What follows belongs to an exercise in optimizing a design on an open flow for small area, a short achievable clock period and few clock cycles; a production flow would make more cautious choices. In this exercise RTL edits were held to simulation tests only and were not proved equivalent to the original. Power is estimated from default activity; no workload was simulated.

## design.v

```verilog
module bitio_core (
    input  wire        clk,
    input  wire        rst,
    input  wire        cmd_valid,
    output wire        cmd_ready,
    input  wire [15:0] cmd,
    input  wire [63:0] opnd,
    output wire        rsp_valid,
    input  wire        rsp_ready,
    output reg  [3:0]  rsp_status,
    output reg  [7:0]  rsp_count,
    output reg  [63:0] rsp_result,
    output wire        src_req,
    input  wire        src_ack,
    input  wire        src_exh,
    input  wire [7:0]  src_data,
    output wire        snk_req,
    output wire [7:0]  snk_data,
    input  wire        snk_ack,
    input  wire        snk_fail
);
    localparam [3:0] ST_OK = 4'd0, ST_EOD = 4'd1, ST_CAP = 4'd2, ST_PRECOND = 4'd3,
                     ST_ILLEGAL = 4'd4, ST_POSOVF = 4'd5, ST_FAULTED = 4'd6;
    reg        idle_q, dec_q, rot_q, pos_q, src_req_q, snk_req_q, fix_q, rsp_valid_q;
    reg        posw_q;             
    reg        upd_r, upd_w;       
    reg        wfin_q;             
    reg [63:0] rpos, wpos;
    reg [7:0]  rpend;              
    reg [7:0]  wpend;              
    reg        fault;
    reg [3:0]  fcause;
    reg        drd_q, dwr_q, dra_q, drot_q;   
    reg [6:0]  nb_q;               
    reg        fld_q;              
    reg        unp_q;              
    reg        wfl_q;              
    reg        aln_q;              
    reg        ill_q, nbad_q, ro_q;    
    reg [3:0]  pc;                 
    reg [3:0]  k_q;                
    reg [3:0]  wk_q;               
    reg [3:0]  kl_q;               
    reg [2:0]  rcn_q;              
    reg [5:0]  rot_q_amt;          
    reg        drrst_q, dwrst_q;   
    reg [3:0]  fixn;               
    reg [7:0]  snk_data_q;
    reg        short_q;            
    reg [7:0]  wl_q;               
    assign cmd_ready = idle_q;
    assign rsp_valid = rsp_valid_q;
    assign src_req   = src_req_q;
    assign snk_req   = snk_req_q;
    assign snk_data  = snk_data_q;
    function [7:0] top_mask;       
        input [3:0] k;
        begin
            top_mask = ~(8'hFF >> k);
        end
    endfunction
    function [7:0] win8;
        input [7:0] hi;
        input [7:0] lo;
        input [2:0] s;
        reg [15:0] t;
        begin
            t = {hi, lo} << s;
            win8 = (s == 3'd0) ? lo : t[15:8];
        end
    endfunction
    wire [2:0] rc     = rpos[2:0];
    wire [2:0] wc     = wpos[2:0];
    wire       rc0    = (rc == 3'd0);
    wire       wc0    = (wc == 3'd0);
    wire [3:0] ravail = rc0 ? 4'd0 : 4'd8 - {1'b0, rc};         
    wire [3:0] wpad   = wc0 ? 4'd0 : 4'd8 - {1'b0, wc};
    wire [7:0] pmask  = rc0 ? 8'h00 : (8'hFF >> rc);             
    wire       rtop   = &rpos[63:7];
    wire       wtop   = &wpos[63:7];
    wire       rtop3  = &rpos[63:3];
    wire       wtop3  = &wpos[63:3];
    wire [2:0] rcm1   = rc - 3'd1;                               
    wire [7:0] op = cmd[15:8];
    wire [7:0] n  = cmd[7:0];
    wire n0   = (n == 8'd0);
    wire le8  = (n[7:4] == 4'd0) && (!n[3] || n[2:0] == 3'd0);
    wire le64 = (n[7] == 1'b0) && (!n[6] || n[5:0] == 6'd0);
    wire o_pack   = (op == 8'h01);
    wire o_unpack = (op == 8'h02);
    wire o_rbitb  = (op == 8'h10);
    wire o_rbyte  = (op == 8'h11);
    wire o_rbool  = (op == 8'h12);
    wire o_rbits  = (op == 8'h13);
    wire o_rfield = (op == 8'h14);
    wire o_ralign = (op == 8'h15);
    wire o_rarr   = (op == 8'h16);
    wire o_rpos   = (op == 8'h17);
    wire o_rrst   = (op == 8'h18);
    wire o_wbitb  = (op == 8'h20);
    wire o_wbyte  = (op == 8'h21);
    wire o_wbool  = (op == 8'h22);
    wire o_wbits  = (op == 8'h23);
    wire o_wfield = (op == 8'h24);
    wire o_walign = (op == 8'h25) || (op == 8'h27);
    wire o_wgrow  = (op == 8'h26) || (op == 8'h28);
    wire o_wpos   = (op == 8'h29);
    wire o_wrst   = (op == 8'h2A);
    wire o_sstat  = (op == 8'h30);
    wire counted  = o_pack | o_unpack | o_rbitb | o_rbits | o_rfield | o_rarr |
                    o_wbitb | o_wbits | o_wfield;
    wire plain    = o_rbyte | o_rbool | o_ralign | o_rpos | o_rrst |
                    o_wbyte | o_wbool | o_walign | o_wgrow | o_wpos | o_wrst | o_sstat;
    wire i_ill    = !(counted || (plain && n0)) || o_rarr || o_wgrow;
    wire i_nbad   = ((o_pack | o_unpack | o_rfield | o_wfield) && (n0 || !le64)) ||
                    ((o_rbitb | o_wbitb) && (n0 || !le8)) ||
                    ((o_rbits | o_wbits) && !le64);
    wire i_ro     = (o_rpos | o_wpos | o_sstat) && n0;
    wire i_byte = o_rbyte | o_wbyte;
    wire i_bool = o_rbool | o_wbool;
    wire [6:0] N = i_byte ? 7'd8 : i_bool ? 7'd1 : n[6:0];
    wire [3:0] rthr   = ravail + 4'd1;
    wire i_rge        = (n[6:4] != 3'd0) || (n[3:0] >= rthr);
    wire i_rdok  = !fault && !rtop && (
                    (o_rbitb  && !n0 && le8) ||
                    (o_rbyte  && n0) ||
                    (o_rbool  && n0) ||
                    (o_rbits  && le64) ||
                    (o_rfield && !n0 && le64));
    wire i_rneed = ((o_rbitb || o_rbits || o_rfield) && i_rge) || o_rbyte || (o_rbool && rc0);
    wire i_rfast = i_rdok && i_rneed;
    wire [3:0] wthr   = 4'd8 - {1'b0, wc};
    wire i_wge        = (n[6:4] != 3'd0) || (n[3:0] >= wthr);
    wire i_wlegal = !fault && !wtop && (
                    (o_wbitb && !n0 && le8) ||
                    (o_wbyte && n0) ||
                    (o_wbool && n0) ||
                    (o_wbits && le64));
    wire i_wpush  = (o_wbitb && i_wge) || o_wbyte || (o_wbool && wc == 3'd7) ||
                    (o_wbits && i_wge);
    wire i_short  = o_wbitb | o_wbyte | o_wbool;                  
    wire i_wafast = !fault && o_walign && n0 && !wc0 && !wtop3;
    wire i_rot    = !fault && (o_pack || o_unpack || (o_wfield && !wtop)) && !n0 && le64;
    wire i_rk0    = i_rdok && !i_rneed;                           
    wire i_wk0    = i_wlegal && i_short && !i_wpush;              
    wire i_ralg   = !fault && o_ralign && n0 && !(rtop3 && !rc0);
    wire i_walg0  = !fault && o_walign && n0 && wc0;
    wire i_pos    = (o_rpos | o_wpos) && n0;                      
    wire i_resp   = i_rk0 || i_wk0 || i_ralg || i_walg0 || (o_sstat && n0);
    wire i_wfast  = (i_wlegal && i_wpush) || i_wafast;
    wire i_dec    = !(i_rfast || i_wfast || i_resp || i_rot || i_pos);
    wire [6:0] i_cnt = (o_rbitb | o_rbyte | o_rbool | o_rbits | o_rfield | i_short) ? N :
                       o_ralign ? {3'd0, ravail} : 7'd0;
    wire [7:0] i_lane0 = o_wbool ? {opnd[0], 7'd0} : opnd[63:56];
    wire [7:0] i_push0 = wpend | (i_lane0 >> wc);
    wire [15:0] i_wlp = {i_lane0, 8'd0} >> wc;
    wire [2:0] i_rcn  = rc + (o_rbool ? 3'd1 : n[2:0]);           
    wire [3:0] i_rc3  = {1'b0, n[2:0]} + {1'b0, rcm1};
    wire [3:0] i_wc3  = {1'b0, n[2:0]} + {1'b0, wc};
    wire [3:0] i_k    = o_rbyte ? 4'd1 : o_rbool ? {3'd0, rc0} : n[6:3] + {3'd0, i_rc3[3]};
    wire [3:0] i_wk   = o_wbyte ? 4'd1 : o_wbool ? {3'd0, wc == 3'd7} : n[6:3] + {3'd0, i_wc3[3]};
    wire [7:0] rla    = rpend << rc;
    wire [7:0] i_rfld = {1'b0, rla[7:1]} >> (~N[2:0]);            
    wire [7:0] i_rlane = rla & top_mask({1'b0, N[2:0]});          
    wire       i_fld  = o_rfield | o_rbool;
    wire acc = idle_q && cmd_valid;
    wire       pull    = src_req_q && src_ack;
    wire       r_first = (pc == 4'd0);
    wire [2:0] r_cn    = rcn_q;                                   
    wire [2:0] s_q     = fld_q ? r_cn : rc;                       
    wire [7:0] lmask_q = (r_cn == 3'd0) ? 8'hFF : top_mask({1'b0, r_cn});   
    wire       r_last  = (kl_q == 4'd1);
    wire [7:0] r_prev  = r_first ? (rpend & pmask) : rpend;
    wire [7:0] r_b     = r_last ? (src_data & lmask_q) : src_data;
    wire [7:0] r_win   = src_exh ? 8'd0 : win8(r_prev, r_b, s_q);
    wire [7:0] r_left  = (src_exh || s_q == 3'd0) ? 8'd0 : (r_b << s_q);
    wire [7:0] r_pre   = src_exh ? 8'd0 : win8(8'd0, r_prev, s_q);
    wire [3:0] r_fixn  = kl_q - 4'd1;                             
    wire       push    = snk_req_q && snk_ack;
    wire       w_last  = aln_q || (kl_q == 4'd1);
    wire [15:0] w_pair = rsp_result[63:48] >> wc;
    wire [7:0] w_next  = w_pair[7:0];                             
    wire [3:0] w_cn    = {1'b0, wc} + {1'b0, nb_q[2:0]};
    wire [7:0] w_rmask = top_mask({1'b0, w_cn[2:0]});             
    wire       push_more = push && !snk_fail && !w_last;
    wire [5:0] rot_amt = rot_q_amt;
    reg [63:0] rot;
    always @(*) begin
        rot = rsp_result;
        if (rot_amt[0]) rot = {rot[62:0], rot[63]};
        if (rot_amt[1]) rot = {rot[61:0], rot[63:62]};
        if (rot_amt[2]) rot = {rot[59:0], rot[63:60]};
        if (rot_amt[3]) rot = {rot[55:0], rot[63:56]};
        if (rot_amt[4]) rot = {rot[47:0], rot[63:48]};
        if (rot_amt[5]) rot = {rot[31:0], rot[63:32]};
    end
    wire [63:0] lo_mask = ~(64'hFFFF_FFFF_FFFF_FFFF << nb_q);
    wire [63:0] hi_mask = ~(64'hFFFF_FFFF_FFFF_FFFF >> nb_q);
    wire [63:0] codec   = rot & (unp_q ? lo_mask : hi_mask);
    wire [7:0]  x_push0 = wpend | (codec[63:56] >> wc);
    wire        x_wpush = (wk_q != 4'd0);
    wire d_rd     = drd_q;
    wire d_wr     = dwr_q;
    wire d_ralign = dra_q;
    wire d_walign = aln_q;
    wire [7:0] d_rlo = {1'b0, rpos[6:0]} + {1'b0, nb_q};
    wire [7:0] d_wlo = {1'b0, wpos[6:0]} + {1'b0, nb_q};
    wire d_posovf = (d_rd && rtop && d_rlo[7]) ||
                    (d_wr && wtop && d_wlo[7]) ||
                    (d_ralign && rtop3 && !rc0) ||
                    (d_walign && wtop3 && !wc0);
    wire d_faulted = fault && !ro_q;
    wire d_bad     = d_faulted || ill_q || nbad_q || d_posovf;
    wire rst_ok    = !fault && !ill_q;
    wire [3:0] d_st = d_faulted ? ST_FAULTED : ill_q ? ST_ILLEGAL :
                      nbad_q ? ST_PRECOND : ST_POSOVF;
    wire d_rpull  = ({1'b0, nb_q} > {4'd0, ravail});
    wire dec_keep = !d_bad && (d_rd || (d_wr && x_wpush) || drot_q);
    wire ld_opnd = !cmd_valid || o_pack || o_unpack || o_wbits || o_wfield || o_rrst || o_wrst;
    wire ld_rd   = cmd_valid && op[7:4] == 4'h1 && op[3:0] <= 4'h4;
    wire [63:0] ld_val = ({64{ld_opnd}} & opnd) |
                         {59'd0, {5{cmd_valid && o_sstat}} & {fault, fcause}} |
                         {{8{ld_rd && !i_fld}} & i_rlane, 48'd0, {8{ld_rd && i_fld}} & i_rfld};
    wire shift   = pull || push_more || (fix_q && fixn != 4'd0);
    wire s_rot  = rot_q && !(wfl_q && !x_wpush);
    wire s_fsh  = fix_q && fixn != 4'd0;
    wire s_hold = (dec_q && dec_keep) || (fix_q && fixn == 4'd0) ||
                  !(idle_q || dec_q || rot_q || pos_q || fix_q || src_req_q || snk_req_q);
    wire w_end  = snk_fail || w_last;
    reg [63:0] r_d;
    reg        pw, pl, pp;
    reg [7:0]  r_up, rp, wp;
    integer t;
    always @(*) begin
        for (t = 0; t < 8; t = t + 1) begin
            pw   = fld_q ? (t == 7) : (k_q == t[3:0] + 4'd1);
            pl   = !fld_q && k_q == t[3:0];
            pp   = fld_q && r_first && t == 6;
            r_up = (t == 7) ? 8'd0 : rsp_result[(t == 7 ? 7 : 55 - 8*t) -: 8];
            rp   = pw ? r_win : pl ? r_left : pp ? r_pre : r_up;      
            wp   = w_end ? 8'd0 : r_up;                              
            r_d[63 - 8*t -: 8] = ({8{idle_q}} & ld_val[63 - 8*t -: 8]) |
                                 ({8{pos_q && !posw_q}} & rpos[63 - 8*t -: 8]) |
                                 ({8{pos_q && posw_q}}  & wpos[63 - 8*t -: 8]) |
                                 ({8{s_rot}}  & codec[63 - 8*t -: 8]) |
                                 ({8{s_fsh}}  & r_up) |
                                 ({8{s_hold}} & rsp_result[63 - 8*t -: 8]) |
                                 ({8{src_req_q}} & (src_ack ? rp : rsp_result[63 - 8*t -: 8])) |
                                 ({8{snk_req_q}} & (snk_ack ? wp : rsp_result[63 - 8*t -: 8]));
        end
    end
    wire [7:0]  rp_lo  = {1'b0, rpos[6:0]} + {1'b0, rsp_count[6:0]};
    wire [7:0]  wp_lo  = {1'b0, wpos[6:0]} + {1'b0, rsp_count[6:0]};
    wire [56:0] rp_hi1 = rpos[63:7] + 57'd1;
    wire [56:0] wp_hi1 = wpos[63:7] + 57'd1;
    wire [63:0] rpos_sum = {rp_lo[7] ? rp_hi1 : rpos[63:7], rp_lo[6:0]};
    wire [63:0] wpos_sum = {wp_lo[7] ? wp_hi1 : wpos[63:7], wp_lo[6:0]};
    task respond;
        input [3:0] st;
        input [7:0] cnt;
        begin
            rsp_valid_q <= 1'b1;
            rsp_status  <= st;
            rsp_count   <= cnt;
        end
    endtask
    always @(posedge clk) begin
        rsp_result <= r_d;
        if (rst) begin
            idle_q      <= 1'b1;
            dec_q       <= 1'b0;
            rot_q       <= 1'b0;
            pos_q       <= 1'b0;
            src_req_q   <= 1'b0;
            snk_req_q   <= 1'b0;
            fix_q       <= 1'b0;
            rsp_valid_q <= 1'b0;
            upd_r       <= 1'b0;
            upd_w       <= 1'b0;
            wfin_q      <= 1'b0;
            rpos        <= 64'd0;
            wpos        <= 64'd0;
            wpend       <= 8'd0;
            fault       <= 1'b0;
            fcause      <= 4'd0;
        end else begin
            upd_r  <= 1'b0;
            upd_w  <= 1'b0;
            wfin_q <= 1'b0;
            if (upd_r) rpos <= rpos_sum;
            if (upd_w) wpos <= wpos_sum;
            if (wfin_q) wpend <= snk_data_q & top_mask(w_cn);
            if (acc) begin
                idle_q    <= 1'b0;
                src_req_q <= i_rfast;
                snk_req_q <= i_wfast;
                rot_q     <= i_rot;
                pos_q     <= i_pos;
                dec_q     <= i_dec;
                rsp_valid_q <= i_resp;
                rsp_status  <= ST_OK;
                rsp_count   <= {1'b0, i_cnt};
                upd_r  <= i_rk0 || i_ralg;
                upd_w  <= i_wk0;
                wfin_q <= i_wk0;
            end
            if (dec_q) begin
                dec_q <= 1'b0;
                if (d_bad) begin
                    respond(d_st, 8'd0);
                    if (!d_faulted) begin
                        fault  <= 1'b1;
                        fcause <= d_st;
                    end
                end else if (drot_q) begin
                    rot_q <= 1'b1;
                end else if (d_rd) begin
                    if (d_rpull)
                        src_req_q <= 1'b1;
                    else begin
                        respond(ST_OK, {1'b0, nb_q});
                        upd_r <= 1'b1;
                    end
                end else if (d_wr) begin
                    if (x_wpush)
                        snk_req_q <= 1'b1;
                    else begin
                        respond(ST_OK, {1'b0, nb_q});
                        upd_w  <= 1'b1;
                        wfin_q <= 1'b1;
                    end
                end else if (d_walign && !wc0) begin
                    snk_req_q <= 1'b1;
                end else begin
                    respond(ST_OK, d_ralign ? {4'd0, ravail} : 8'd0);
                    upd_r <= d_ralign;
                    if (drrst_q) rpos <= rsp_result;
                    if (dwrst_q) begin
                        wpos  <= rsp_result;
                        wpend <= 8'd0;
                    end
                end
            end
            if (pos_q) begin
                pos_q <= 1'b0;
                respond(ST_OK, 8'd0);
            end
            if (rot_q) begin
                rot_q <= 1'b0;
                if (!wfl_q)
                    respond(ST_OK, {4'd0, nb_q[6:3]} + {7'd0, (nb_q[2:0] != 3'd0)});
                else if (x_wpush)
                    snk_req_q <= 1'b1;
                else begin
                    respond(ST_OK, {1'b0, nb_q});
                    upd_w  <= 1'b1;
                    wfin_q <= 1'b1;
                end
            end
            if (fix_q) begin
                fixn <= fixn - 4'd1;
                if (fixn == 4'd0) begin
                    fix_q <= 1'b0;
                    respond(ST_EOD, {1'b0, pc[3:0], 3'd0});
                    upd_r <= 1'b1;
                end
            end
            if (pull) begin
                if (src_exh) begin
                    src_req_q <= 1'b0;
                    if (fld_q || r_fixn == 4'd0) begin
                        respond(ST_EOD, {1'b0, pc[3:0], 3'd0});
                        upd_r <= 1'b1;
                    end else begin
                        fix_q <= 1'b1;
                        fixn  <= r_fixn;
                    end
                end else if (r_last) begin
                    src_req_q <= 1'b0;
                    respond(ST_OK, {1'b0, nb_q});
                    upd_r <= 1'b1;
                end
            end
            if (push) begin
                if (snk_fail) begin
                    snk_req_q <= 1'b0;
                    wpend <= snk_data_q & top_mask({1'b0, wc});
                    respond(ST_CAP, {1'b0, pc[3:0], 3'd0});
                    upd_w <= 1'b1;
                end else if (w_last) begin
                    snk_req_q <= 1'b0;
                    wpend <= aln_q ? 8'd0 : ((short_q ? wl_q : w_next) & w_rmask);
                    respond(ST_OK, {1'b0, nb_q});
                    upd_w <= 1'b1;
                end
            end
            if (rsp_valid_q && rsp_ready) begin
                rsp_valid_q <= 1'b0;
                idle_q      <= 1'b1;
            end
        end
    end
    always @(posedge clk) begin
        if (pull && !src_exh)
            rpend <= src_data;
        if (dec_q && !d_bad && drrst_q)
            rpend <= 8'd0;
        if (idle_q) begin
            drd_q   <= o_rbitb | o_rbyte | o_rbool | o_rbits | o_rfield;
            dwr_q   <= o_wbitb | o_wbyte | o_wbool | o_wbits | o_wfield;
            dra_q   <= o_ralign;
            drot_q  <= o_pack || o_unpack || o_wfield;
            nb_q    <= o_walign ? {3'd0, wpad} : N;
            fld_q   <= o_rfield | o_rbool;
            unp_q   <= o_unpack;
            wfl_q   <= o_wfield;
            aln_q   <= o_walign;
            ill_q   <= i_ill;
            nbad_q  <= i_nbad;
            ro_q    <= i_ro;
            posw_q  <= o_wpos;
            drrst_q <= o_rrst;
            dwrst_q <= o_wrst;
            k_q     <= i_k;
            rot_q_amt <= o_unpack ? n[5:0] : (6'd0 - n[5:0]);
            rcn_q   <= i_rcn;
            wk_q    <= i_wk;
            kl_q    <= op[4] ? i_k : i_wk;
            snk_data_q <= o_walign ? wpend : i_push0;
            short_q <= i_short;
            wl_q    <= i_wlp[7:0];
        end
        if (rot_q)
            snk_data_q <= x_push0;
        if (idle_q || dec_q || rot_q)
            pc <= 4'd0;
        if ((pull && !src_exh) || push_more) begin
            pc   <= pc + 4'd1;
            kl_q <= kl_q - 4'd1;
        end
        if (push_more)
            snk_data_q <= w_next;
    end
endmodule
```

## flow/run.sh

```bash
#!/bin/bash
set -euo pipefail
bash standard.sh SETUP_SLACK_MARGIN=6.8 MATCH_CELL_FOOTPRINT=0 \
  'BUFFER_PORTS_ARGS=-buffer_cell sky130_fd_sc_hd__buf_4' finish > run_standard.log 2>&1
```

## standard.sh

```bash
#!/bin/bash
# synth_recipe.tcl (not shown) runs the flow's synth.tcl, then flattens the netlist and writes it again
# the make line also repeats each setting of config.mk as NAME=value (left out here)
make -C /OpenROAD-flow-scripts/flow DESIGN_CONFIG=/design/flow/config.mk WORK_HOME=/design/flow/orfs CLKGATE_MAP_FILE= SYNTH_SCRIPT=/design/flow/synth_recipe.tcl "${@:-finish}"
```

## config.mk

```make
export PLATFORM = sky130hd
export DESIGN_NAME = bitio_core
export DESIGN_NICKNAME = bitio_core
export VERILOG_FILES = /design/flow/design.v
export SDC_FILE = /design/flow/constraint.sdc
export NUM_CORES = 4
export LEC_CHECK = 0
export ABC_AREA = 1
export CAP_MARGIN = 20
export CELL_PAD_IN_SITES_DETAIL_PLACEMENT = 1
export CORE_MARGIN = 2
export CORE_UTILIZATION = 32
export PLACE_DENSITY = 0.45
export SLEW_MARGIN = 20
export TNS_END_PERCENT = 0
```

## constraint.sdc

```tcl
create_clock -name core_clock -period 10.0 [get_ports {clk}]
set_input_delay 2.0000 -clock core_clock [delete_from_list [all_inputs] [get_ports {clk}]]
set_output_delay 2.0000 -clock core_clock [all_outputs]
set_load 0.01 [all_outputs]
```

==> results of run 1 <==
[path summary, 6_finish.rpt]
path	from	to	slack [ns]	cells after the start
setup / recovery	cmd[15]	rsp_result[1]$_DFF_P_	6.49	14
hold reg to reg	rpos[62]$_SDFF_PP0_	rpos[62]$_SDFF_PP0_	0.51	2
hold / removal	rpos[62]$_SDFF_PP0_	rpos[62]$_SDFF_PP0_	0.51	2
setup reg to reg	rot_q_amt[0]$_DFFE_PP_	snk_data_q[1]$_DFFE_PP_	6.52	13
[critical path: cells and delay by family]
kind                   cells  cell delay [ns]
and+or+nand+nor            7             0.88
muxes                      1             0.23
buffers and inverters      3             0.44
AOI/OAI and AO/OA          3             0.42
[cell type report]
| cell class | instances | area, um^2 |
|---|---|---|
| flip-flops and latches | 301 | 6890 |
| fillers | 12000 | 55300 |
| clock inverters | 17 | 224 |
| repair buffers | 391 | 3420 |
| inverters | 456 | 1900 |
| clock buffers | 59 | 1230 |
| diodes | 5 | 12.5 |
| multi-input cells | 3907 | 21400 |
| well taps | 1243 | 1560 |
[Yosys cell counts (all sizes together), types with 34 or more instances]
cell type     n  share of area
o22ai        34         0.0073
a221oi       59          0.017
xor2         94          0.028
nor3         69          0.012
edfxtp       78          0.079
nor2        401          0.055
o2111ai      51          0.015
nor4         34         0.0073
nand3       558          0.095
ha           75          0.031
clkbuf      155          0.020
nand4       103          0.022
inv         443          0.056
buf         114          0.019
dfxtp       223           0.15
a31oi        75          0.016
o211ai      100          0.025
nand2      1200           0.15
a21oi       383          0.064
o21ai       522          0.088
[sequential cells by signal, summed over array words and instances (netlist names), 6 cells and up]
name and count:
rpos 64, rsp_result 64, wpos 64, rpend 8, rsp_count 8, snk_data_q 8, wpend 8, nb_q 7
wl_q 7, rot_q_amt 6
[report_power, final]
part           leakage [nW]  internal [mW]  switching [mW]
combinational          11.3          0.452            1.17
clock                 0.705          0.984           0.678
sequential             2.64           1.32           0.140
[metrics by stage]
step	power, mW	hold WS [ns]	worst slack, ns
CTS	4.62	0.504	6.62
detailed placement	2.89	0.492	4.95
global placement	2.89	0.480	5.11
global route	4.85	0.535	6.38
floorplan	2.20	0.444	6.40
finish	4.74	0.509	6.49
[per-layer routing]
metal / share of wire / GRT usage
met1: 0.40 / 0.516
met2: 0.43 / 0.634
met3: 0.088 / 0.0758
met4: 0.088 / 0.303
met5: 0 / 0
[cells in the final DEF (no fill, tap or decap), types with 14 or more instances in the layout]
| cell | n |
|---|---|
| ha_1 | 73 |
| o2111ai_1 | 50 |
| o21ai_1 | 64 |
| xor2_1 | 94 |
| nor2_2 | 24 |
| inv_1 | 394 |
| nand4_1 | 101 |
| nor2_1 | 342 |
| nand2_2 | 41 |
| o21ai_2 | 21 |
| clkbuf_16 | 51 |
| edfxtp_1 | 78 |
| nor2_4 | 36 |
| nor4_1 | 29 |
| clkinvlp_4 | 14 |
| nand2_1 | 1131 |
| inv_2 | 24 |
| o22ai_1 | 33 |
| nand3_1 | 525 |
| nand3_2 | 23 |
| nor3_1 | 62 |
| buf_12 | 19 |
| buf_6 | 19 |
| o21ai_0 | 434 |
| a221oi_1 | 44 |
| nand2_4 | 19 |
| a21oi_1 | 378 |
| a31oi_1 | 75 |
| buf_4 | 339 |
| dfxtp_2 | 37 |
| a211oi_1 | 22 |
| a22oi_1 | 17 |
| dfxtp_1 | 177 |
| xnor2_1 | 23 |
| o211ai_1 | 100 |
[kinds of logic (layout without fill, tap and decap cells)]
logic type / after synthesis / in the layout
AO/OA/AOI/OAI: 1304 / 1304
XOR/XNOR: 118 / 118
adder cells (fa/ha/maj): 79 / 79
buffers and inverters: 725 / 923
flip-flops: 301 / 301
multiplexers: 8 / 8
other: 0 / 5
AND/OR/NAND/NOR: 2394 / 2398
[timing repair]
action / in CTS / in global routing
hold buffers: 0 / 0
gates cloned: 12 / 1
setup endpoints to repair: 358 / 339
setup buffers: 95 / 28
pin swaps: 56 / 50
gates resized for setup: 344 / 128
endpoints found under the hold margin: 0 / 0
==> impl_metrics.tcl, run 1 <==
set metrics [dict create \
    finalMaxSlewViolations 0 \
    grt_pass1_wl_um 285000 \
    root_buffer "clkbuf_16" \
    cts_buffers 41 \
    ir_drop_mv 0.128 \
    layout.nets 5273 \
    synth.net_count 5104 \
    syn2layout_area_growth_pct 22.8 \
    ctsHtreeMaxLevel 2 \
    skew_ns 0.0312 \
    worst_path_max_delay_cell "mux2i_4" \
    status "complete, no violations" \
    yosysWarningCount 1 \
    first_pass_iters 6 \
    critPathMostFrequentCell "nand2_4" \
    die_h_um 309 \
    fmax_ghz 0.285 \
    p_leak_nw 14.7 \
    cp_max_fo 7 \
    grt_pass1_vias 38440 \
    cellPowerDensity_mw_per_mm2 130 \
    synth_xor_area_frac 0.0347 \
    wl_per_cell_um 32.0 \
    ant_nets 0 \
    syn_avg_cell_area_um2 6.05 \
    slowest_delay_ns 0.23 \
    cts_tree "built" \
    synth_ff_type "dfxtp_1" \
    relSlewSlack 0.178 \
    worst_slew_pin_slew_ns 1.22 \
    coreArea_mm2 0.0919 \
    start_kind "input pin" \
    via_per_inst 6.25 \
    rsz0062_at_grt "true" \
    dp.cells 6162 \
    vias 39884 \
    syn_inst 4929 \
    synthMuxAreaShare 0.00269 \
    synth-adder-area-share 0.0342 \
    grt_max_degree 113 \
    layout.cells.non_filler 6379 \
    portBuffers 183 \
    ios 184 \
    post-route-drc-count 0 \
    endpoint_kind "register" \
    clkTransAtPathRegs_ns 0.06 \
    synth_seq_cells 301 \
    synth.distinct_cells 67 \
    grt-ovfl-total 0 \
    first_iter_violations 4874 \
    ys_seq_area_frac 0.228 \
    clk_path_buf_depth 3 \
    setup_viol 0 \
    hp-class "register to register" \
    synth_edf_count 78 \
    std_cell_rows 111 \
    syn_area_mm2 0.0298 \
    final_area_mm2 0.0366 \
    synth_compound_area_frac 0.254 \
    finalWirelength_um 204000 \
    crit_chain "buf_12, nor2_4, nand3_4, nand2_4, nand2_4, o21ai_4, buf_6, mux2i_4, buf_4, nor2_1, nand2_1, nand3_1, a21oi_2, o211ai_1" \
    async_flop_share 0 \
    final.min_clock_period_ns 3.51 \
    antenna_found_initial 3 \
    hpwlAfterDp_um 155000 \
    place_area_mm2 0.0323 \
    grt_usage 0.412 \
    drive_gt1_frac 0.156 \
    crit_arrival_ns 3.99 \
    utilization 0.398 \
    setup_tns_ns 0 \
    hold_viol_final 0 \
    synth_top_family_by_area "simple AND/OR/NAND/NOR gates" \
    crit_type "input pin to register" \
    period_share 0.351 \
    required_ns 10.48 \
    synth-simple-area-share 0.350 \
    clk_latency_ns 0.62 \
    maxCapViolations 0 \
    die_w_um 309 \
    cts_num_sinks 301 \
    initial_core_util 0.324 \
    gp_congestion 1.08 \
    die_area_mm2 0.0956 \
]
Testbench counts, summed over its fixed seeds: cycles 15,742.
==> run 2: changes to the inputs <==
--- a/design.v
+++ b/design.v
@@ -217,9 +217,13 @@
     wire d_rpull  = ({1'b0, nb_q} > {4'd0, ravail});
     wire dec_keep = !d_bad && (d_rd || (d_wr && x_wpush) || drot_q);
-    wire ld_opnd = !cmd_valid || o_pack || o_unpack || o_wbits || o_wfield || o_rrst || o_wrst;
-    wire ld_rd   = cmd_valid && op[7:4] == 4'h1 && op[3:0] <= 4'h4;
+    wire ld_opnd = !cmd_valid || (!op[5] && !op[4]) || (!op[5] && op[4] && op[3]) ||
+                   (op[5] && !op[4] && (op[3] || (!op[2] && op[1] && op[0]) ||
+                                        (op[2] && !op[1] && !op[0])));
+    wire ld_rd   = cmd_valid && !op[5] && op[4] && !op[3] && !(op[2] && op[0]);    
+    wire ld_fld  = op[2] || (op[1] && !op[0]);                     
+    wire ld_st   = cmd_valid && op[5] && op[4];                    
     wire [63:0] ld_val = ({64{ld_opnd}} & opnd) |
-                         {59'd0, {5{cmd_valid && o_sstat}} & {fault, fcause}} |
-                         {{8{ld_rd && !i_fld}} & i_rlane, 48'd0, {8{ld_rd && i_fld}} & i_rfld};
+                         {59'd0, {5{ld_st}} & {fault, fcause}} |
+                         {{8{ld_rd && !ld_fld}} & i_rlane, 48'd0, {8{ld_rd && ld_fld}} & i_rfld};
     wire shift   = pull || push_more || (fix_q && fixn != 4'd0);
     wire s_rot  = rot_q && !(wfl_q && !x_wpush);
==> flow/run.sh (replaced) <==
#!/bin/bash
set -euo pipefail
bash standard.sh SETUP_SLACK_MARGIN=6.8 MATCH_CELL_FOOTPRINT=0 \
  'BUFFER_PORTS_ARGS=-buffer_cell sky130_fd_sc_hd__buf_2' finish > run_standard.log 2>&1
--- a/config.mk
+++ b/config.mk
@@ -10,6 +10,6 @@
 export CELL_PAD_IN_SITES_DETAIL_PLACEMENT = 1
 export CORE_MARGIN = 2
-export CORE_UTILIZATION = 32
-export PLACE_DENSITY = 0.45
+export CORE_UTILIZATION = 25
+export PLACE_DENSITY = 0.4
 export SLEW_MARGIN = 20
 export TNS_END_PERCENT = 0
==> impl_metrics.tcl, run 2 <==
set metrics [dict create \
    status "complete, no violations" \
    pwr-share-clk 0.326 \
    required_ns 10.51 \
    clk_latency_ns 0.63 \
    maxCapViolations 0 \
    synth_xor_area_frac 0.0345 \
    start_kind "input pin" \
    gp_congestion 1.00 \
    reg_top3 "rpos x64, rsp_result x64, wpos x64" \
    rsz0062_at_grt "true" \
    period_share 0.367 \
    setup_viol 0 \
    grt_pass1_vias 37693 \
    synth_largest_area_cell "nand2_1" \
    die_w_um 350 \
    hp-class "register to register" \
    synth_edf_count 78 \
    synth_top_family_by_area "simple AND/OR/NAND/NOR gates" \
    crit_family "compound AO/OA/AOI/OAI gates" \
    ys_seq_area_frac 0.227 \
    final_area_mm2 0.0362 \
    layout.cells.non_filler 6722 \
    first_iter_violations 4191 \
    p_total_mw 4.76 \
    crit_arrival_ns 4.18 \
    initial_core_util 0.253 \
    yosysMostFrequentCell "nand2_1" \
    cp.depth 9 \
    portBuffers 183 \
    grt-ovfl-total 0 \
    synth_compound_area_frac 0.254 \
    antenna_found_initial 13 \
    die_h_um 350 \
    syn_avg_cell_area_um2 6.08 \
    ant_nets 0 \
    die_area_mm2 0.123 \
    std_cell_rows 126 \
    grt_max_degree 93 \
    hold_viol_final 0 \
    final_cell_mix "nand2_1 (1231), o21ai_0 (458), nand3_1 (423)" \
    p_leak_nw 14.4 \
    grt_usage 0.327 \
    fmax_ghz 0.273 \
    worst_path_max_delay_cell "a221oi_2" \
    endpoint_kind "register" \
    first_pass_iters 6 \
    ios 184 \
    synth_ff_type "dfxtp_1" \
    syn_area_mm2 0.0299 \
    syn_inst 4925 \
    synth-simple-area-share 0.339 \
    synthMuxAreaShare 0.0114 \
    layout.nets 5265 \
    setup_tns_ns 0 \
    via_per_inst 5.77 \
    synth.distinct_cells 72 \
    ctsHtreeMaxLevel 2 \
    hpwlAfterDp_um 159000 \
    clkTransAtPathRegs_ns 0.07 \
    relSlewSlack 0.276 \
    dp.cells 6511 \
    post-route-drc-count 0 \
    root_buffer "clkbuf_16" \
    ir_drop_mv 0.104 \
    seqPwrFrac 0.314 \
    coreArea_mm2 0.118 \
    wl_per_cell_um 30.9 \
    cts_num_sinks 301 \
    ys_top_cells_by_count "nand2_1 (1268), o21ai_0 (516), nand3_1 (444)" \
    synth.net_count 5100 \
    hold_path_depth 2 \
    vias 38801 \
    async_flop_share 0 \
    slowest_delay_ns 0.57 \
    worstRegToRegCells 14 \
    critPathMostFrequentCell "nand2_1" \
    syn2layout_area_growth_pct 20.9 \
    finalWirelength_um 207000 \
    yosysWarningCount 1 \
    synth_seq_cells 301 \
    p_comb_frac 0.359 \
    drive_gt1_frac 0.156 \
    crit_chain "buf_2, nand2_1, nor2_4, nand2_1, nand2_1, buf_12, a221oi_2, o21ai_0, nand3b_1" \
    p_sw_mw 2.10 \
    place_area_mm2 0.0323 \
    final.min_clock_period_ns 3.67 \
    cellPowerDensity_mw_per_mm2 132 \
    grt_pass1_wl_um 288000 \
    cts_tree "built" \
    finalMaxSlewViolations 0 \
    crit_type "input pin to register" \
    cts_buffers 41 \
    cp_num_buf_inv 2 \
    cp_max_fo 39 \
    layout_commonest_cell "nand2_1" \
    synth_top_area_share 0.159 \
    p_int_mw 2.66 \
    skew_ns 0.0421 \
    p_sw_frac 0.440 \
    worst_slew_pin_slew_ns 1.08 \
    clk_path_buf_depth 3 \
    synth-adder-area-share 0.0340 \
    synth_area_leaders "nand2_1 (16%), dfxtp_1 (15%), o21ai_0 (8.6%)" \
]
==> run 2: power by group through the flow <==
stage / Clock [mW] / Combinational [mW] / Sequential, mW
after floorplan: 0 / 0.834 / 1.44
after global placement: 0 / 1.51 / 1.52
after detailed placement: 0 / 1.51 / 1.52
after CTS: 1.57 / 1.63 / 1.49
after global routing: 1.61 / 1.80 / 1.49
final: 1.55 / 1.71 / 1.50
==> run 2: tightest hold or removal path, delay by kind of cell (launching register included) <==
kind	cells	cell delay, ns
simple gates	1	0.06
compound gates	1	0.06
flops	1	0.32
==> run 2: cell type report <==
class	instances	area (um^2)
Fill cell	15229	82200
Multi-Input combinational cell	3885	21200
Sequential cell	301	6870
Timing Repair Buffer	380	2790
Tap cell	1600	2000
Inverter	479	1900
Clock buffer	58	1180
Clock inverter	13	155
Timing Repair inverter	2	12.5
Antenna cell	4	10.0
==> run 2: metrics by stage <==
stage | hold slack [ns] | setup slack [ns] | util
detailed placement | 0.483 | 4.47 | 0.273
global placement | 0.487 | 4.62 | 0.273
floorplan | 0.445 | 6.24 | -
CTS | 0.494 | 6.52 | 0.302
finish | 0.492 | 6.33 | 0.306
global route | 0.533 | 6.31 | 0.305
==> run 2: worst paths after layout <==
check / endpoint / slack, ns / start
setup / recovery: rsp_result[20]$_DFF_P_ / 6.33 / snk_ack
hold / removal: wpos[53]$_SDFF_PP0_ / 0.49 / wpos[53]$_SDFF_PP0_
setup reg to reg: rpos[29]$_SDFF_PP0_ / 6.39 / nb_q[4]$_SDFFCE_PN0P_
hold reg to reg: wpos[53]$_SDFF_PP0_ / 0.49 / wpos[53]$_SDFF_PP0_
==> run 2: layer usage <==
layer / vias to the layer above / track usage / wire [um]
li1: 17305 / - / -
met1: 19141 / 0.425 / 86900
met2: 1858 / 0.506 / 89700
met3: 489 / 0.0582 / 16500
met4: 8 / 0.190 / 14300
met5: - / 0 / 48
==> run 2: cells by family (layout without fill, tap and decap cells) <==
kind of cell             after synthesis  count (layout)
AO/OA/AOI/OAI                       1289            1290
XOR/XNOR                             118             118
adder cells (fa/ha/maj)               79              79
buffers and inverters                749             932
flip-flops                           301             301
multiplexers                          34              34
other                                  0               4
AND/OR/NAND/NOR                     2355            2364
==> run 2: timing repair <==
| item | 4_1_cts | 5_1_grt |
|---|---|---|
| resized for setup | 377 | 58 |
| endpoints found under the setup margin | 358 | 351 |
| endpoints found under the hold margin | 0 | 0 |
| cloned | 10 | 3 |
| hold buffers | 0 | 0 |
| buffers inserted | 103 | 20 |
| pin swaps | 56 | 37 |
Testbench counts of run 2, summed over its fixed seeds: cycles 15,742.
==> run 3: changes to the inputs <==
--- a/config.mk
+++ b/config.mk
@@ -10,6 +10,6 @@
 export CELL_PAD_IN_SITES_DETAIL_PLACEMENT = 1
 export CORE_MARGIN = 2
-export CORE_UTILIZATION = 25
-export PLACE_DENSITY = 0.4
+export CORE_UTILIZATION = 32
+export PLACE_DENSITY = 0.45
 export SLEW_MARGIN = 20
 export TNS_END_PERCENT = 0
==> impl_metrics.tcl, run 3 <==
set metrics [dict create \
    ys_seq_area_frac 0.227 \
    syn_avg_cell_area_um2 6.08 \
    drive_gt1_frac 0.157 \
    grt_pass1_vias 37563 \
    first_pass_iters 7 \
    setup_viol 0 \
    die_area_mm2 0.0960 \
    synth_largest_area_cell "nand2_1" \
    maxCapViolations 0 \
    antenna_found_initial 13 \
    std_cell_rows 112 \
    layout_commonest_cell "nand2_1" \
    portBuffers 183 \
    post-route-drc-count 0 \
    required_ns 10.33 \
    worstRegToRegCells 14 \
    cellPowerDensity_mw_per_mm2 134 \
    ant_nets 0 \
    endpoint_kind "register" \
    gp_congestion 1.04 \
    ir_drop_mv 0.126 \
    synth_top_area_share 0.159 \
    synth.net_count 5100 \
    relSlewSlack 0.263 \
    crit_type "input pin to register" \
    slowest_delay_ns 0.30 \
    initial_core_util 0.322 \
    synthMuxAreaShare 0.0114 \
    dp.cells 6174 \
    synth_top_family_by_area "simple AND/OR/NAND/NOR gates" \
    synth.distinct_cells 72 \
    synth_xor_area_frac 0.0345 \
    crit_chain "buf_12, inv_8, nand2_4, nor2_4, nand2_8, buf_6, a31oi_1, inv_1, o21ai_0, nor2_1, nor4_1, a21oi_1" \
    layout.nets 5255 \
    syn_inst 4925 \
    finalMaxSlewViolations 0 \
    hp-class "register to register" \
    grt-ovfl-total 0 \
    nFillCells 12176 \
    cts_hold_buf 0 \
    cp_max_fo 8 \
    reg2reg_to "snk_data_q[2]$_DFFE_PP_" \
    synth_seq_cells 301 \
    worst_slew_pin_slew_ns 1.10 \
    syn_area_mm2 0.0299 \
    clk_latency_ns 0.61 \
    clkTransAtPathRegs_ns 0.06 \
    hold_path_depth 2 \
    hold_viol_final 0 \
    worstHoldEndpoint "wpos[53]$_SDFF_PP0_" \
    yosysWarningCount 1 \
    synth_compound_area_frac 0.254 \
    wl_per_cell_um 31.1 \
    final.min_clock_period_ns 3.63 \
    worst_path_max_delay_cell "o21ai_0" \
    synth-simple-area-share 0.339 \
    synth-adder-area-share 0.0340 \
    die_h_um 310 \
    ios 184 \
    hold_start "wpos[53]$_SDFF_PP0_" \
    async_flop_share 0 \
    first_iter_violations 4387 \
    root_buffer "clkbuf_16" \
    skew_ns 0.0346 \
    cts_num_sinks 301 \
    ctsHtreeMaxLevel 2 \
    rrSetupSlack_ns 6.46 \
    final_cell_mix "nand2_1 (1221), o21ai_0 (462), nand3_1 (417)" \
    synth_area_leaders "nand2_1 (16%), dfxtp_1 (15%), o21ai_0 (8.6%)" \
    clk_path_buf_depth 3 \
    crit_arrival_ns 3.96 \
    coreArea_mm2 0.0930 \
    rsz0062_at_grt "true" \
    reg_top3 "rpos x64, rsp_result x64, wpos x64" \
    grt_usage 0.398 \
    vias 39069 \
    start_kind "input pin" \
    die_w_um 310 \
    synth_ff_type "dfxtp_1" \
    synth_edf_count 78 \
    cts_tree "built" \
    worstReg2RegStart "rot_q_amt[0]$_DFFE_PP_" \
    whs_ns 0.494 \
    status "complete, no violations" \
    cts_buffers 42 \
    syn2layout_area_growth_pct 20.5 \
    finalWirelength_um 198000 \
    hpwlAfterDp_um 153000 \
    p_leak_nw 14.5 \
    layout.cells.non_filler 6371 \
    fmax_ghz 0.275 \
    ys_top_cells_by_count "nand2_1 (1268), o21ai_0 (516), nand3_1 (444)" \
    yosysMostFrequentCell "nand2_1" \
    setup_tns_ns 0 \
    period_share 0.363 \
    via_per_inst 6.13 \
    grt_max_degree 99 \
    grt_pass1_wl_um 275000 \
]
## run 3: cell count changes in the layout (fill, tap and decap cells not counted), sizes merged
cell | before | now
nand3 | 459 | 451
diode | 4 | 5
clkinvlp | 15 | 19
clkinv | 17 | 20
o21ai | 550 | 549
bufinv | 2 | 5
clkbuf | 61 | 63
buf | 377 | 375
inv | 460 | 454
nand2 | 1284 | 1283
## run 3: layout make-up
cell class | instances | area, um^2 | share of cell area
multi-input cells | 3875 | 21400 | 0.593
flip-flops and latches | 301 | 6870 | 0.190
repair buffers | 378 | 2830 | 0.0784
inverters | 479 | 1940 | 0.0539
well taps | 1254 | 1570 | 0.0435
clock buffers | 60 | 1240 | 0.0345
clock inverters | 16 | 211 | 0.00586
repair inverters | 3 | 20.0 | 0.000555
diodes | 5 | 12.5 | 0.000347
## run 3: cell families after synthesis
logic type | count (synthesis)
simple gates | 2355
compound gates | 1289
buf+inv | 749
flops | 301
xor+xnor | 118
fa+ha+maj | 79
mux | 34
## run 3: worst max-delay path by stage
stage                                  start                      end  slack (ns)  cells after the start
after floorplan                      cmd[12]  snk_data_q[3]$_DFFE_PP_        6.24                     14
after global placement    wpos[1]$_SDFF_PP0_      rpos[33]$_SDFF_PP0_        4.94                     14
after detailed placement  wpos[1]$_SDFF_PP0_       rpos[0]$_SDFF_PP0_        4.78                     14
after CTS                            cmd[10]   rsp_count[0]$_DFFE_PN_        6.54                     21
after global routing                 cmd[12]  snk_data_q[1]$_DFFE_PP_        6.27                     12
final                                 cmd[8]  snk_data_q[1]$_DFFE_PP_        6.37                     12
## run 3: where the power goes
group          internal, mW  total, mW  switching (mW)
Sequential             1.32       1.48           0.153
Clock                 0.990       1.65           0.655
Combinational         0.459       1.71            1.25
## run 3: routing by layer
layer,track usage,up-vias,share of wire
li1,-,17261,-
met1,0.498,18996,0.40
met2,0.617,2184,0.43
met3,0.0752,618,0.090
met4,0.275,10,0.083
met5,0,-,0.00036
## run 3: worst max-delay path, delay by kind of cell
| kind | cells | cell delay [ns] |
|---|---|---|
| buffers and inverters | 4 | 0.44 |
| AO/OA/AOI/OAI | 3 | 0.68 |
| AND/OR/NAND/NOR | 5 | 0.84 |
## run 3: timing repair
action	4_1_cts	5_1_grt
resized for setup	372	124
gates cloned	3	2
pin swaps	48	55
setup endpoints to repair	353	341
buffers inserted	81	30
## run 3: metrics by stage
step	worst slack, ns	util	power, mW	instance area [um^2]
5_1_grt	6.27	0.387	4.98	36000
2_1_floorplan	6.24	-	2.27	30000
3_3_place_gp	4.94	0.343	3.01	31900
4_1_cts	6.54	0.380	4.74	35400
6_report	6.37	0.388	4.83	36100
3_5_place_dp	4.78	0.343	3.01	31900

==> what the ideal ports hide <==
The results above use ideal ports. As a check the final layouts listed here were re-extracted and re-timed, cells and wires unchanged. Step 1 sets driving cells, clkbuf_16 on the clock port and buf_2 on the other inputs (assumed; they add their load-dependent delay and slew). Step 2, shift: input delay + t, output delay - t, t = (earliest + latest rising clock arrival at the registers) / 2. This alone moves slack from input paths to output paths. a / b / c = ideal ports / drivers / drivers and shift; a / b = the first two.
run | shift t [ns] | setup slack, ns | worst hold slack (ns) | worst register clock-pin slew, ns | worst data-port slew with drivers (ns)
run 1 | 0.672 | 6.494 / 6.462 / 5.846 | 0.509 / 0.509 / 0.509 | 0.07 / 0.07 | 0.07
run 2 | 0.676 | 6.333 / 6.384 / 5.708 | 0.492 / 0.492 / 0.492 | 0.07 / 0.07 | 0.06
run 3 | 0.665 | 6.370 / 6.396 / 5.730 | 0.494 / 0.494 / 0.494 | 0.06 / 0.06 | 0.06
After both steps setup and hold are still met in every run listed. For run 1, which loses most, drivers alone change the setup slack by -0.032 ns; drivers and shift together by -0.648 ns.
